What follows belongs to an exercise in optimizing a design on an open flow for small area, a short achievable clock period and few clock cycles; a production flow would make more cautious choices. Power figures rest on the tool's default switching activity, not on a simulated workload.

==> inputs of run E <==
Design tpb_codec, start of the top module:
module tpb_codec (
    input  wire        clk,
    input  wire        rst,         
    input  wire        cmd_valid,
    output wire        cmd_ready,
    input  wire [31:0] cmd_word,
    input  wire [63:0] cmd_opd,
    input  wire [15:0] cmd_flen,
    input  wire        frm_valid,
    output wire        frm_ready,
    input  wire [7:0]  frm_data,
    output wire        rsp_valid,
    output wire [7:0]  rsp_status,
    output wire [63:0] rsp_res
);
clock: 70.0 ns
lec_check: 0
abc_area: 1
cap_margin: 20
core_margin: 2
core_utilization: 40
cts_buf_list: sky130_fd_sc_hd__clkbuf_16
cts_cluster_diameter: 60
cts_cluster_size: 24
slew_margin: 20
synth_hierarchical: 1
run.sh (not shown) runs the stock make flow with config.mk's settings and CLKGATE_MAP_FILE= SYNTH_SCRIPT=/design/flow/synth_recipe.tcl, a recipe that flattens the netlist after the stock synthesis.
==> inputs of run B, as changes to run E <==
CTS_BUF_LIST = unset   (was sky130_fd_sc_hd__clkbuf_16)
CTS_CLUSTER_DIAMETER = unset   (was 60)
CTS_CLUSTER_SIZE = unset   (was 24)
==> run notes <==
Run E completed without violations. Run B completed with no timing, DRC or antenna violations.
Of run B and run E, run B has the higher power (gap 16%, measured against run E).
Between run B and run E, the lower first-iteration DRC count is in run B (gap 3.3%, measured against run E).
In run E the worst hold slack is worse than in run B, by 0.016 ns.
In sequential cell count, run E and run B do not differ.
Against run E, the clock skew of run B is lower by 0.0093 ns.
In run E the final cell count is lower than in run B, by about 2%.
Of run E and run B, run E has the higher sequential share of layout area (gap 2.2 points).
Function was not checked in any run of this note: the RTL went through the layout flow alone.

========
==> trial 21: inputs <==
Another version of the RTL of tpb_codec (not shown whole).
Settings: LEC_CHECK=0, ABC_AREA=1, CAP_MARGIN=20, CORE_MARGIN=2, CORE_UTILIZATION=40, CTS_BUF_LIST=sky130_fd_sc_hd__clkbuf_16, CTS_CLUSTER_DIAMETER=75, CTS_CLUSTER_SIZE=30, SLEW_MARGIN=20, SYNTH_HIERARCHICAL=1; clock period 70.0 ns.
standard.sh (not shown) runs the stock make flow with config.mk's settings and CLKGATE_MAP_FILE= SYNTH_SCRIPT=/design/flow/synth_recipe.tcl, a recipe that flattens the netlist after the stock synthesis.
==> flow/flow/run.sh <==
#!/bin/bash
# Layout flow: the standard flow (standard.sh, ORFS) with two settings
# that ORFS reads from the environment:
#  - BUFFER_PORTS_ARGS: the port buffers are sky130_fd_sc_hd__buf_2 cells
#    (every input and output port still gets its own buffer);
#  - CTS_ARGS: the clock tree is built as the standard flow builds it, but
#    without dummy load cells.
# The clock period, the SDC and every other step are the standard flow's.
set -euo pipefail
export BUFFER_PORTS_ARGS="-buffer_cell sky130_fd_sc_hd__buf_2"
export CTS_ARGS="-sink_clustering_enable -repair_clock_nets -dont_use_dummy_load -sink_clustering_size 30 -sink_clustering_max_diameter 75 -buf_list sky130_fd_sc_hd__clkbuf_16"
bash standard.sh > standard.log 2>&1
==> build 89 (differences from trial 21) <==
--- a/flow/design.v
+++ b/flow/design.v
@@ -118,19 +118,16 @@
     wire [7:0] saddr = fb_v ? fidx : a_idx;
     wire       s_we  = fb_v ? (ld_w & fb_static) : (sp_go & sp_wr & a_static);
     wire [7:0] sbus  = fb_v ? fb_d : a_dat;
     wire       r_we  = w_go | (ld_w & ~fb_static) | (sp_go & sp_wr & ~a_static);
     wire [7:0] rbus  = clr_q ? 8'd0 : (w_pend ? w_dat : (fb_v ? fb_d : a_dat));
-    wire       rd_hi = rslot[3] ^ ph[3];           
     reg [7:0] ring_rd;
     integer ri;
     always @* begin
         ring_rd = 8'd0;
-        for (ri = 0; ri < NR; ri = ri + 1) begin
-            ring_rd = ring_rd | ({8{(rring == ri) & ~rd_hi}} & ring[ri][0])
-                              | ({8{(rring == ri) &  rd_hi}} & ring[ri][8]);
-        end
+        for (ri = 0; ri < NR; ri = ri + 1)
+            if (rring == ri) ring_rd = ring_rd | ((rslot[3] ^ ph[3]) ? ring[ri][8] : ring[ri][0]);
     end
     reg [7:0] static_rd;
     always @* begin
         case (a_idx[3:0])
             4'd0: static_rd = p[0];   4'd1: static_rd = p[1];   4'd2: static_rd = p[2];
==> run notes <==
metric                                                                           trial 21                  build 89
Status                                                           timing/DRC/antenna clean  timing/DRC/antenna clean
Met2 wire length                                                                52,810 um                 58,790 um
Post-synthesis average cell area                                                10.29 um2                 10.12 um2
Core ar.                                                                       0.1296 mm2                0.1318 mm2
Fraction of area in registers                                                      0.6149                    0.6048
Largest net degree at the start of global routing                                      83                        67
Clock buffer cells                                                                     78                        79
Critical path's largest stage delay                                                330 ps                    630 ps
Tot Pwr                                                                          1.645 mW                  1.658 mW
Endpoint, Worst Hold                                                          ring[50][1]               ring[36][4]
Number of DRC markers after the initial detailed-route iteration                    2,299                     2,183
Instance area at placement                                                    0.05418 mm2               0.05510 mm2
Fraction of area in multi-input gates                                              0.2588                    0.2714
Die width                                                                        365.7 um                  369.1 um
Multi-input combinational cell count                                                2,684                     2,855
Hold Path Origin                                                              ring[51][1]               ring[37][4]
R2R Path Start                                                                    p[9][0]                  p[10][7]
Detailed-routing wirelength on met1                                             54,880 um                 56,510 um
Slowest stage cell, crit path                                     sky130_fd_sc_hd__nor2_2  sky130_fd_sc_hd__nand2_1
DP Worst Slack                                                                  53,790 ps                 53,880 ps
No functional check of the RTL was part of any run of this note.

========
==> inputs of build 24 <==
Another version of the RTL of tpb_codec (not shown whole).
make LEC_CHECK=0 ABC_AREA=1 CAP_MARGIN=20 CORE_MARGIN=2 CORE_UTILIZATION=40 CTS_BUF_LIST=sky130_fd_sc_hd__clkbuf_16 CTS_CLUSTER_DIAMETER=60 CTS_CLUSTER_SIZE=24 SLEW_MARGIN=20 SYNTH_HIERARCHICAL=1 finish   # period 70.0 ns
run.sh (not shown) runs the stock make flow with config.mk's settings and CLKGATE_MAP_FILE= SYNTH_SCRIPT=/design/flow/synth_recipe.tcl, a recipe that flattens the netlist after the stock synthesis.
Stock flow here: none of the scripts above is used.
==> build 93: changes against build 24 <==
--- a/flow/design.v
+++ b/flow/design.v
@@ -49,12 +49,13 @@
     reg [7:0]  a_idx;
     reg [7:0]  a_dat;
     reg        w_pend;
     reg [7:0]  w_idx;
     reg [7:0]  w_dat;
     reg           busy;
+    reg           sysrst_q;         
     reg [2:0]     ecnt;
     reg [XW-1:0]  xq;
     reg [6:0]     rem;
     assign cmd_ready  = crdy_q;
     assign frm_ready  = frdy_q;
     assign rsp_valid  = rv_q;
@@ -153,24 +154,22 @@
     wire [95:0] p_d;
     wire        o_rv_d;
     wire [3:0]  o_rs_d;
     wire [41:0] o_rr_d;
     wire        L_load, L_slow, L_pcr, L_sysrst;
     wire [6:0]  err_d;
-    wire        crdy_d;
     wire [9:0]  fm;
     wire [34:0] o;
     wire [37:0] dl;
     tpb_fmt u_fmt (.cmd_word(cmd_word), .cmd_flen(cmd_flen), .fm(fm));
     tpb_opd u_opd (.op(cmd_word[7:0]), .o(o));
     tpb_dec u_dec (.o(o), .fm(fm), .dl(dl));
     assign L_load   = dl[1];
     assign L_slow   = dl[4];
     assign L_pcr    = dl[12];
     assign L_sysrst = dl[15];
-    wire   wrb_now  = dl[37] & ~w_pend;
     wire [41:0] res_m;
     tpb_resmux u_res (
         .o           (o),
         .p_cur       (p_cur),
         .cls_80      (cls_80),
         .af_win_len  (af_win_len),
@@ -203,16 +202,14 @@
         .fire        (fire),
         .dl          (dl),
         .imm         (cmd_word[31:16]),
         .p_cur       (p_cur),
         .p_slow      (p_slow),
         .err_eff     (err_eff),
-        .crdy_hold   (busy & ~div_last),
         .p_d         (p_d),
-        .err_d       (err_d),
-        .crdy_d      (crdy_d)
+        .err_d       (err_d)
     );
     integer rr, pp;
     always @(posedge clk) begin
         for (rr = 0; rr < NR; rr = rr + 1) begin
             for (pp = 0; pp < RL - 1; pp = pp + 1)
                 ring[rr][pp] <= ring[rr][pp + 1];
@@ -221,61 +218,56 @@
             else
                 ring[rr][RL-1] <= ring[rr][0];
         end
         for (bi = 0; bi < 12; bi = bi + 1)
             p[bi] <= p_d[8*bi +: 8];
         ph <= ph + 4'd1;
+        busy <= busy_d;
         if (busy) begin
             xq  <= xq_next;
             rem <= st_r;
             ecnt <= ecnt + 3'd1;
-            if (div_last) busy <= 1'b0;
         end else begin
             xq  <= {{DIV_PAD{1'b0}}, cmd_opd};
             rem <= 7'd0;
             ecnt <= 3'd0;
-            if (fire && L_pcr) busy <= 1'b1;
         end
+        sp_pend <= sp_pend_d;
         if (!sp_pend) begin
             a_idx <= cmd_word[15:8];
             a_dat <= cmd_word[23:16];
             sp_wr <= cmd_word[2];
-            if (fire && L_slow && !wrb_now) sp_pend <= 1'b1;
-        end else if (sp_go) begin
-            sp_pend <= 1'b0;
         end
+        w_pend <= w_pend_d;
         if (!w_pend) begin
             w_idx <= cmd_word[15:8];
             w_dat <= cmd_word[23:16];
-            if (fire && wrb_now) w_pend <= 1'b1;
-        end else if (w_go) begin
-            w_pend <= 1'b0;
         end
         fb_d <= frm_data;
         fb_v <= take & in_load;
         if (take & in_load) tk <= tk1;
-        if (fire && L_load) in_load <= 1'b1;
+        in_load <= in_load_d;
         if (fb_v && fidx == 8'd0) load_ok <= (fb_d == 8'h47);
-        if (in_load && take && tk == 8'd187) in_load <= 1'b0;
         if (!in_load) tk <= 8'd0;
         if (ld_w && fidx == 8'd12) dofs <= ph;           
+        sysrst_q <= sysrst_d;
         if (clr_q) begin
             ccnt <= ccnt + 4'd1;
             if (ccnt == 4'd15) clr_q <= 1'b0;
         end
-        if (fire && L_sysrst) begin
+        if (sysrst_q) begin
             clr_q  <= 1'b1;
             ccnt   <= 4'd0;
             w_pend <= 1'b0;
         end
         err <= err_d;
         rv_q <= o_rv_d;
         rs_q <= o_rs_d;
         rr_q <= o_rr_d;
         crdy_q <= crdy_d;
-        frdy_q <= frdy_next;
+        frdy_q <= frdy_d;
         if (rst) begin
             ph      <= 4'd0;
             dofs    <= 4'd0;
             err     <= 7'd0;
             rv_q    <= 1'b0;
             crdy_q  <= 1'b0;
@@ -286,12 +278,13 @@
             in_load <= 1'b0;
             tk      <= 8'd0;
             fb_v    <= 1'b0;
             load_ok <= 1'b0;
             sp_pend <= 1'b0;
             busy    <= 1'b0;
+            sysrst_q <= 1'b0;
         end
     end
     wire [7:0] tk1    = tk + 8'd1;
     wire       ok_n   = (fb_v && fidx == 8'd0) ? (fb_d == 8'h47) : load_ok;
     wire [3:0] dofs_n = (ld_w && fidx == 8'd12) ? ph : dofs;
     wire [3:0] ph2    = ph + 4'd2;
@@ -301,13 +294,40 @@
     wire fr_b = in_load & (tk < 8'd188) &
                 ((tk < 8'd12) | ~ok_n |
                  (r_free & ((tk == 8'd12) | (ph2 == tkj[3:0] + dofs_n))));
     wire fr_a = in_load & (tk < 8'd187) &
                 ((tk < 8'd11) | ~ok_n |
                  (r_free & ((tk == 8'd11) | (tk == 8'd12) | (ph2 == tk1j[3:0] + dofs_n))));
-    wire frdy_next = (fire & L_load) | (take ? fr_a : fr_b);
+    wire busy_d, sp_pend_d, w_pend_d, in_load_d, sysrst_d, crdy_d, frdy_d;
+    tpb_ctl u_ctl (
+        .fire       (fire),
+        .take       (take),
+        .L_load     (dl[1]),
+        .L_slow     (dl[4]),
+        .L_pcr      (dl[12]),
+        .L_sysrst   (dl[15]),
+        .L_wrbring  (dl[37]),
+        .busy       (busy),
+        .div_last   (div_last),
+        .sp_pend    (sp_pend),
+        .sp_go      (sp_go),
+        .w_pend     (w_pend),
+        .w_go       (w_go),
+        .in_load    (in_load),
+        .tk_last    (tk == 8'd187),
+        .fr_a       (fr_a),
+        .fr_b       (fr_b),
+        .sysrst_q   (sysrst_q),
+        .busy_d     (busy_d),
+        .sp_pend_d  (sp_pend_d),
+        .w_pend_d   (w_pend_d),
+        .in_load_d  (in_load_d),
+        .sysrst_d   (sysrst_d),
+        .crdy_d     (crdy_d),
+        .frdy_d     (frdy_d)
+    );
 endmodule
 module tpb_fmt (
     input  wire [31:0] cmd_word,
     input  wire [15:0] cmd_flen,
     output wire [9:0]  fm
 );
@@ -476,32 +496,65 @@
             rv_d = fire & ~L_load & ~(L_slow & ~(dl[37] & ~w_pend));
             rs_d = f_st;
             rr_d = {42{f0_ok}} & m;
         end
     end
 endmodule
+module tpb_ctl (
+    input  wire fire,
+    input  wire take,
+    input  wire L_load,
+    input  wire L_slow,
+    input  wire L_pcr,
+    input  wire L_sysrst,
+    input  wire L_wrbring,
+    input  wire busy,
+    input  wire div_last,
+    input  wire sp_pend,
+    input  wire sp_go,
+    input  wire w_pend,
+    input  wire w_go,
+    input  wire in_load,
+    input  wire tk_last,
+    input  wire fr_a,
+    input  wire fr_b,
+    input  wire sysrst_q,
+    output wire busy_d,
+    output wire sp_pend_d,
+    output wire w_pend_d,
+    output wire in_load_d,
+    output wire sysrst_d,
+    output wire crdy_d,
+    output wire frdy_d
+);
+    wire wrb_now = L_wrbring & ~w_pend;
+    assign busy_d    = busy ? ~div_last : (fire & L_pcr);
+    assign sp_pend_d = sp_pend ? ~sp_go : (fire & L_slow & ~wrb_now);
+    assign w_pend_d  = w_pend ? ~w_go : (fire & wrb_now);
+    assign in_load_d = in_load ? ~(take & tk_last) : (fire & L_load);
+    assign sysrst_d  = fire & L_sysrst;
+    assign crdy_d    = ~((fire & (L_pcr | L_sysrst)) | (busy & ~div_last) | sysrst_q);
+    assign frdy_d    = (fire & L_load) | (take ? fr_a : fr_b);
+endmodule
 module tpb_pw (
     input  wire        fire,
     input  wire [37:0] dl,
     input  wire [15:0] imm,
     input  wire [95:0] p_cur,
     input  wire [95:0] p_slow,
     input  wire [6:0]  err_eff,
-    input  wire        crdy_hold,
     output reg  [95:0] p_d,
-    output wire [6:0]  err_d,
-    output wire        crdy_d
+    output wire [6:0]  err_d
 );
     wire has_af = p_cur[29];
     wire [7:0] p4 = p_cur[39:32];
     wire L_pid = dl[7], L_tsc = dl[9], L_afc = dl[10], L_cc = dl[11];
     wire L_pcr = dl[12], L_clrpcr = dl[13] & has_af, L_clrerr = dl[14], L_sysrst = dl[15];
     wire L_tei_s = dl[16], L_tei_c = dl[17], L_pus_s = dl[18], L_pus_c = dl[19];
     wire L_tp_s = dl[20], L_tp_c = dl[21];
     assign err_d  = (fire & (L_clrerr | L_sysrst)) ? 7'd0 : err_eff;
-    assign crdy_d = ~((fire & (L_pcr | L_sysrst)) | crdy_hold);
     always @* begin
         p_d = p_slow;
         if (fire) begin
             if (L_tei_s) p_d[15] = 1'b1;
             if (L_tei_c) p_d[15] = 1'b0;
             if (L_pus_s) p_d[14] = 1'b1;
==> flow/flow/run.sh (new file) <==
#!/bin/bash
# Layout flow: the standard flow (standard.sh, ORFS) with two settings
# that ORFS reads from the environment:
#  - BUFFER_PORTS_ARGS: the port buffers are sky130_fd_sc_hd__buf_2 cells
#    (every input and output port still gets its own buffer);
#  - CTS_ARGS: the clock tree is built as the standard flow builds it, but
#    without dummy load cells.
# The clock period, the SDC and every other step are the standard flow's.
set -euo pipefail
export BUFFER_PORTS_ARGS="-buffer_cell sky130_fd_sc_hd__buf_2"
export CTS_ARGS="-sink_clustering_enable -repair_clock_nets -dont_use_dummy_load -sink_clustering_size 24 -sink_clustering_max_diameter 60 -buf_list sky130_fd_sc_hd__clkbuf_16"
bash standard.sh > standard.log 2>&1
==> flow/standard.sh (new file) <==
#!/bin/bash
# synth_recipe.tcl (not shown) runs the flow's synth.tcl, then flattens the netlist and writes it again
# the make line also repeats each setting of config.mk as NAME=value (left out here)
make -C /OpenROAD-flow-scripts/flow DESIGN_CONFIG=/design/flow/config.mk WORK_HOME=/design/flow/orfs CLKGATE_MAP_FILE= SYNTH_SCRIPT=/design/flow/synth_recipe.tcl "${@:-finish}"
Settings changed: CORE_UTILIZATION 40 to 60.
removed: flow/run.sh
==> out/results.ini <==
[layout]
final_layout_size_suffix_gt1_share_pct = 11.8
syn2layout_area_growth_pct = 8.13
n_clock_buffer = 102
final-nonclk-buf-share_pct = 1.94
nFlopsAndLatches = 1705
nNonClkInverters = 594
diodes = 9

[global_routing]
number_of_global_route_vias_before_repair = 30700

[worst_setup_path]
timing.critical_path.arrival_ps = 16210
worstSetupStartpoint = cmd_word[5]

[pwr]
powerClk_uw = 545

[sta]
fmax_ghz = 0.0639
post-route-period-util_pct = 22.4

[synth]
mapped_area_sq_um = 52500

[outcome]
outcome = timing/DRC/antenna clean

[floorplan]
core_area_sq_um = 86800

That was build 93.
==> out/results.ini <==
[sta]
post-route-period-util_pct = 23.3
fmax_ghz = 0.0612

[worst_setup_path]
timing.critical_path.arrival_ps = 16940
worstSetupStartpoint = cmd_word[12]

[global_routing]
number_of_global_route_vias_before_repair = 30100

[outcome]
outcome = timing/DRC/antenna clean

[layout]
nFlopsAndLatches = 1704
final_layout_size_suffix_gt1_share_pct = 8.78
final-nonclk-buf-share_pct = 3.29
nNonClkInverters = 589
diodes = 1

[pwr]
powerClk_uw = 613

[floorplan]
core_area_sq_um = 129000

That was build 24.
Function was not checked in any run of this note: the RTL went through the layout flow alone.

[re-timing with driven ports]
How much do the figures lean on ideal ports? The routed layouts below were timed once more, with nothing changed but the port constraints.
Step 1 (the two cells are an assumption about what drives the block):
set clk [get_ports {clk}]
set_driving_cell -lib_cell sky130_fd_sc_hd__clkbuf_16 $clk
set_driving_cell -lib_cell sky130_fd_sc_hd__buf_2 [delete_from_list [all_inputs] $clk]
Step 2 also shifts input and output timing later by t, the mid clock arrival at the registers, as if the neighbouring blocks saw the same clock.
Three values: ideal, step 1, step 2; two values: the first two.
run | t, ns | setup WS [ns] | worst setup path at the end | clock arrival spread, ns | worst data-port slew with drivers (ns)
run E | 0.789 | 52.888 / 52.937 / 52.148 | input to register | 0.061 / 0.062 | 0.25
run B | 0.834 | 52.913 / 52.957 / 52.124 | input to register | 0.050 / 0.051 | 0.18
trial 21 | 0.729 | 54.325 / 54.324 / 53.595 | input to register | 0.091 / 0.091 | 0.09
build 89 | 0.756 | 54.485 / 54.477 / 53.721 | input to register | 0.110 / 0.111 | 0.17
build 24 | 0.786 | 53.663 / 53.713 / 52.927 | input to register | 0.081 / 0.082 | 0.17
build 93 | 0.713 | 54.345 / 54.392 / 53.679 | input to register | 0.102 / 0.102 | 0.13
After both steps setup and hold are still met in every run listed. For run B, which loses most, drivers alone change the setup slack by +0.044 ns; drivers and shift together by -0.789 ns.
